What follows belongs to an exercise in optimizing a design on an open flow for small area and few clock cycles; a production flow would make more cautious choices.
Function was checked by simulation only, so behaviour that the tests miss may differ from the original.

Setup of run a:
==> flow/design.v <==
module l2c_hdlc (
    input  wire       clk,
    input  wire       rst,
    input  wire       tx_valid,
    input  wire [7:0] tx_data,
    input  wire       tx_last,
    input  wire       tx_bad_fcs,
    output wire       tx_ready,
    output reg        line_valid,
    output reg        line_level,
    input  wire       rx_valid,
    input  wire       rx_level,
    output reg        rx_byte_valid,
    output wire [7:0] rx_byte,
    output reg        rx_end_valid,
    output reg        rx_end_ok
);
    localparam [15:0] RES_Z = 16'h9F0B;
    localparam [15:0] RES_S = 16'hD92F;
    function [15:0] crc_bit;
        input [15:0] c;
        input        d;
        begin
            crc_bit = (c[0] ^ d) ? ((c >> 1) ^ 16'h8408) : (c >> 1);
        end
    endfunction
    function [2:0] inc3;
        input [2:0] x;
        begin
            inc3 = {x[2] ^ (x[1] & x[0]), x[1] ^ x[0], ~x[0]};
        end
    endfunction
    localparam [1:0] T_SFLAG = 2'd0,     
                     T_DATA  = 2'd1,
                     T_FCS   = 2'd2,
                     T_EFLAG = 2'd3;
    reg [1:0]  t_state;
    reg [3:0]  t_cnt;        
    reg [2:0]  t_stuff;      
    reg [15:0] t_crc;
    reg        t_bad;
    wire t_owe  = (t_stuff == 3'd5);             
    wire t_dbit = tx_data[t_cnt[2:0]];
    wire t_fbit = t_crc[0] ^ ~t_bad;
    wire t_flagbit = (t_cnt[2:0] != 3'd0) && (t_cnt[2:0] != 3'd7);
    assign tx_ready = (t_state == T_DATA) && !t_owe && (t_cnt[2:0] == 3'd7);
    reg t_send, t_b;
    always @(*) begin
        t_send = 1'b0;
        t_b    = 1'b0;
        if (t_owe && (t_state == T_DATA || t_state == T_FCS || t_state == T_EFLAG)) begin
            t_send = 1'b1;
            t_b    = 1'b0;
        end else begin
            case (t_state)
                T_SFLAG: begin t_send = tx_valid || (t_cnt[2:0] != 3'd0); t_b = t_flagbit; end
                T_DATA:  begin t_send = tx_valid;                          t_b = t_dbit;    end
                T_FCS:   begin t_send = 1'b1;                              t_b = t_fbit;    end
                default: begin t_send = 1'b1;                              t_b = t_flagbit; end
            endcase
        end
    end
    always @(posedge clk) begin
        if (rst) begin
            t_state    <= T_SFLAG;
            t_cnt      <= 4'd0;
            t_stuff    <= 3'd0;
            line_valid <= 1'b0;
            line_level <= 1'b0;
        end else begin
            line_valid <= t_send;
            if (t_send && !t_b)
                line_level <= ~line_level;
            if (t_owe && t_state != T_SFLAG) begin
                t_stuff <= 3'd0;
            end else begin
                case (t_state)
                    T_SFLAG: begin
                        t_crc   <= 16'hFFFF;
                        t_stuff <= 3'd0;
                        if (t_send) begin
                            t_cnt <= {1'b0, inc3(t_cnt[2:0])};
                            if (t_cnt[2:0] == 3'd7)
                                t_state <= T_DATA;
                        end
                    end
                    T_DATA: begin
                        if (tx_valid) begin
                            t_crc   <= crc_bit(t_crc, t_dbit);
                            t_stuff <= t_dbit ? inc3(t_stuff) : 3'd0;
                            t_cnt   <= {1'b0, inc3(t_cnt[2:0])};
                            if (t_cnt[2:0] == 3'd7 && tx_last) begin
                                t_bad   <= tx_bad_fcs;
                                t_state <= T_FCS;
                            end
                        end
                    end
                    T_FCS: begin
                        t_crc   <= crc_bit(t_crc, t_crc[0]);    
                        t_stuff <= t_fbit ? inc3(t_stuff) : 3'd0;
                        t_cnt   <= {t_cnt[3] ^ (t_cnt[2:0] == 3'd7), inc3(t_cnt[2:0])};
                        if (t_cnt == 4'd15)
                            t_state <= T_EFLAG;
                    end
                    default: begin
                        t_stuff <= 3'd0;
                        t_cnt   <= {1'b0, inc3(t_cnt[2:0])};
                        if (t_cnt[2:0] == 3'd7)
                            t_state <= T_SFLAG;
                    end
                endcase
            end
        end
    end
    reg        r_lvl;        
    reg [2:0]  r_ones;       
    reg        r_sync;       
    reg        r_stf;        
    reg [2:0]  r_bits;       
    reg [11:0] r_nb;         
    reg [7:0]  r_shift;      
    reg [15:0] r_crc;        
    assign rx_byte = r_shift;
    wire        r_bit   = (rx_level == r_lvl);       
    wire [2:0]  r_ones1 = (r_ones == 3'd7) ? 3'd7 : inc3(r_ones);
    wire [2:0]  r_bits1 = inc3(r_bits);
    wire [11:0] r_nb1   = {r_nb[10:0], ~(r_nb[11] ^ r_nb[10])};
    wire r_abort = r_bit && (r_ones == 3'd6 || r_ones == 3'd7);
    wire r_flag  = !r_bit && (r_ones == 3'd6);
    wire r_app   = r_sync && (r_bit ? (r_ones[2] == 1'b0 || r_ones == 3'd4) : (r_ones != 3'd6 && r_ones != 3'd5));
    wire        r_aligned = (r_bits == 3'd6);
    wire        r_enough  = (r_nb[11:2] != 10'd0) || (r_nb[1:0] == 2'b10);
    wire        r_fcs_ok  = (r_crc == (r_stf ? RES_S : RES_Z));
    wire        r_have    = (r_nb != 12'd0);          
    wire        r_long    = (r_nb == 12'hF75) && (r_bits == 3'd6);
    always @(posedge clk) begin
        if (rst) begin
            r_lvl         <= 1'b0;
            r_ones        <= 3'd0;
            r_sync        <= 1'b0;
            rx_byte_valid <= 1'b0;
            rx_end_valid  <= 1'b0;
        end else begin
            rx_byte_valid <= 1'b0;
            rx_end_valid  <= 1'b0;
            if (rx_valid) begin
                r_lvl  <= rx_level;
                r_ones <= r_bit ? r_ones1 : 3'd0;
                if (!r_bit)
                    r_stf <= (r_ones == 3'd5);
                if (r_abort || r_flag) begin
                    if (r_sync && r_have) begin
                        rx_end_valid <= 1'b1;
                        rx_end_ok    <= r_flag && r_aligned && r_enough && r_fcs_ok;
                    end
                    r_sync <= r_flag;
                end
                if (r_flag) begin
                    r_bits <= 3'd0;
                    r_nb   <= 12'd0;
                    r_crc  <= 16'hFFFF;
                end
                if (r_app) begin
                    r_bits  <= r_bits1;
                    if (r_bits == 3'd7)
                        r_nb <= r_nb1;
                    r_shift <= {r_bit, r_shift[7:1]};
                    r_crc   <= crc_bit(r_crc, r_bit);
                    if (r_bits == 3'd7)
                        rx_byte_valid <= 1'b1;
                    if (r_long) begin
                        rx_end_valid <= 1'b1;
                        rx_end_ok    <= 1'b0;
                        r_sync       <= 1'b0;
                    end
                end
            end
        end
    end
endmodule
clock: 5.0 ns
lec_check: 0
cap_margin: 20
core_margin: 2
core_utilization: 40
slew_margin: 20
standard.sh (not shown) runs the stock make flow with config.mk's settings and CLKGATE_MAP_FILE= SYNTH_SCRIPT=/design/flow/synth_recipe.tcl, a recipe that flattens the netlist after the stock synthesis.
==> flow/flow/run.sh <==
#!/bin/bash
# Standard ORFS layout, with the smallest buffer as each port's buffer and
# a small clock tree without dummy loads.
set -euo pipefail
export BUFFER_PORTS_ARGS="-buffer_cell sky130_fd_sc_hd__buf_1"
export CTS_ARGS="-sink_clustering_enable -sink_clustering_size 80 -sink_clustering_max_diameter 200 -repair_clock_nets -dont_use_dummy_load"
bash standard.sh > standard_flow.log 2>&1
Testbench counts of run a, summed over its fixed seeds: cycles 79,843.
> inputs changed (run a -> run b)
Settings: CTS_CLUSTER_SIZE now 40, previously not set; CTS_CLUSTER_DIAMETER now 100, previously not set; CORE_UTILIZATION now 70, was 40.
==> flow/run.sh (new file) <==
#!/bin/bash
# synth_recipe.tcl (not shown) runs the flow's synth.tcl, then flattens the netlist and writes it again
# the make line also repeats each setting of config.mk as NAME=value (left out here)
make -C /OpenROAD-flow-scripts/flow DESIGN_CONFIG=/design/flow/config.mk WORK_HOME=/design/flow/orfs CLKGATE_MAP_FILE= SYNTH_SCRIPT=/design/flow/synth_recipe.tcl finish
removed: flow/flow/run.sh
removed: flow/standard.sh
Setup slack: run b less than run a
On final hold slack, run b does better than run a.
Of run b and run a, it is run b that has the lower highest attainable clock frequency.
Mapped cell area: run b vs run a identical
Looking at logic depth of the worst setup path including buffers, run b sits 1 below run a.
Diff run a -> run b: x dimension of the die shrank by about 23%, worst setup slack before clock tree synthesis now smaller.
Summary of run b over run a: die area went down about 40%; global-route usage went up 10 points.
met2 as the routing layer with the top usage in global route was reported by run b, and met1 by run a.

[re-timing with driven ports]
The results above use ideal ports. As a check the final layouts listed here were re-extracted and re-timed, cells and wires unchanged. Step 1 sets driving cells, clkbuf_16 on the clock port and buf_2 on the other inputs (assumed; they add their load-dependent delay and slew). Step 2 also shifts input and output timing later by t, the mid clock arrival at the registers, as if the neighbouring blocks saw the same clock. Three values: ideal ports, drivers, drivers and shift; two values: the first two.
| run | t, ns | setup slack, ns | pins driven straight from the clock port |
|---|---|---|---|
| run a | 0.361 | 2.237 / 2.247 / 1.886 | 1 |
| run b | 0.372 | 1.889 / 1.876 / 1.521 | 1 |
After both steps setup and hold are still met in every run listed. The setup slack of run b, which loses most, moves by -0.013 ns with the drivers and by -0.368 ns with both steps.
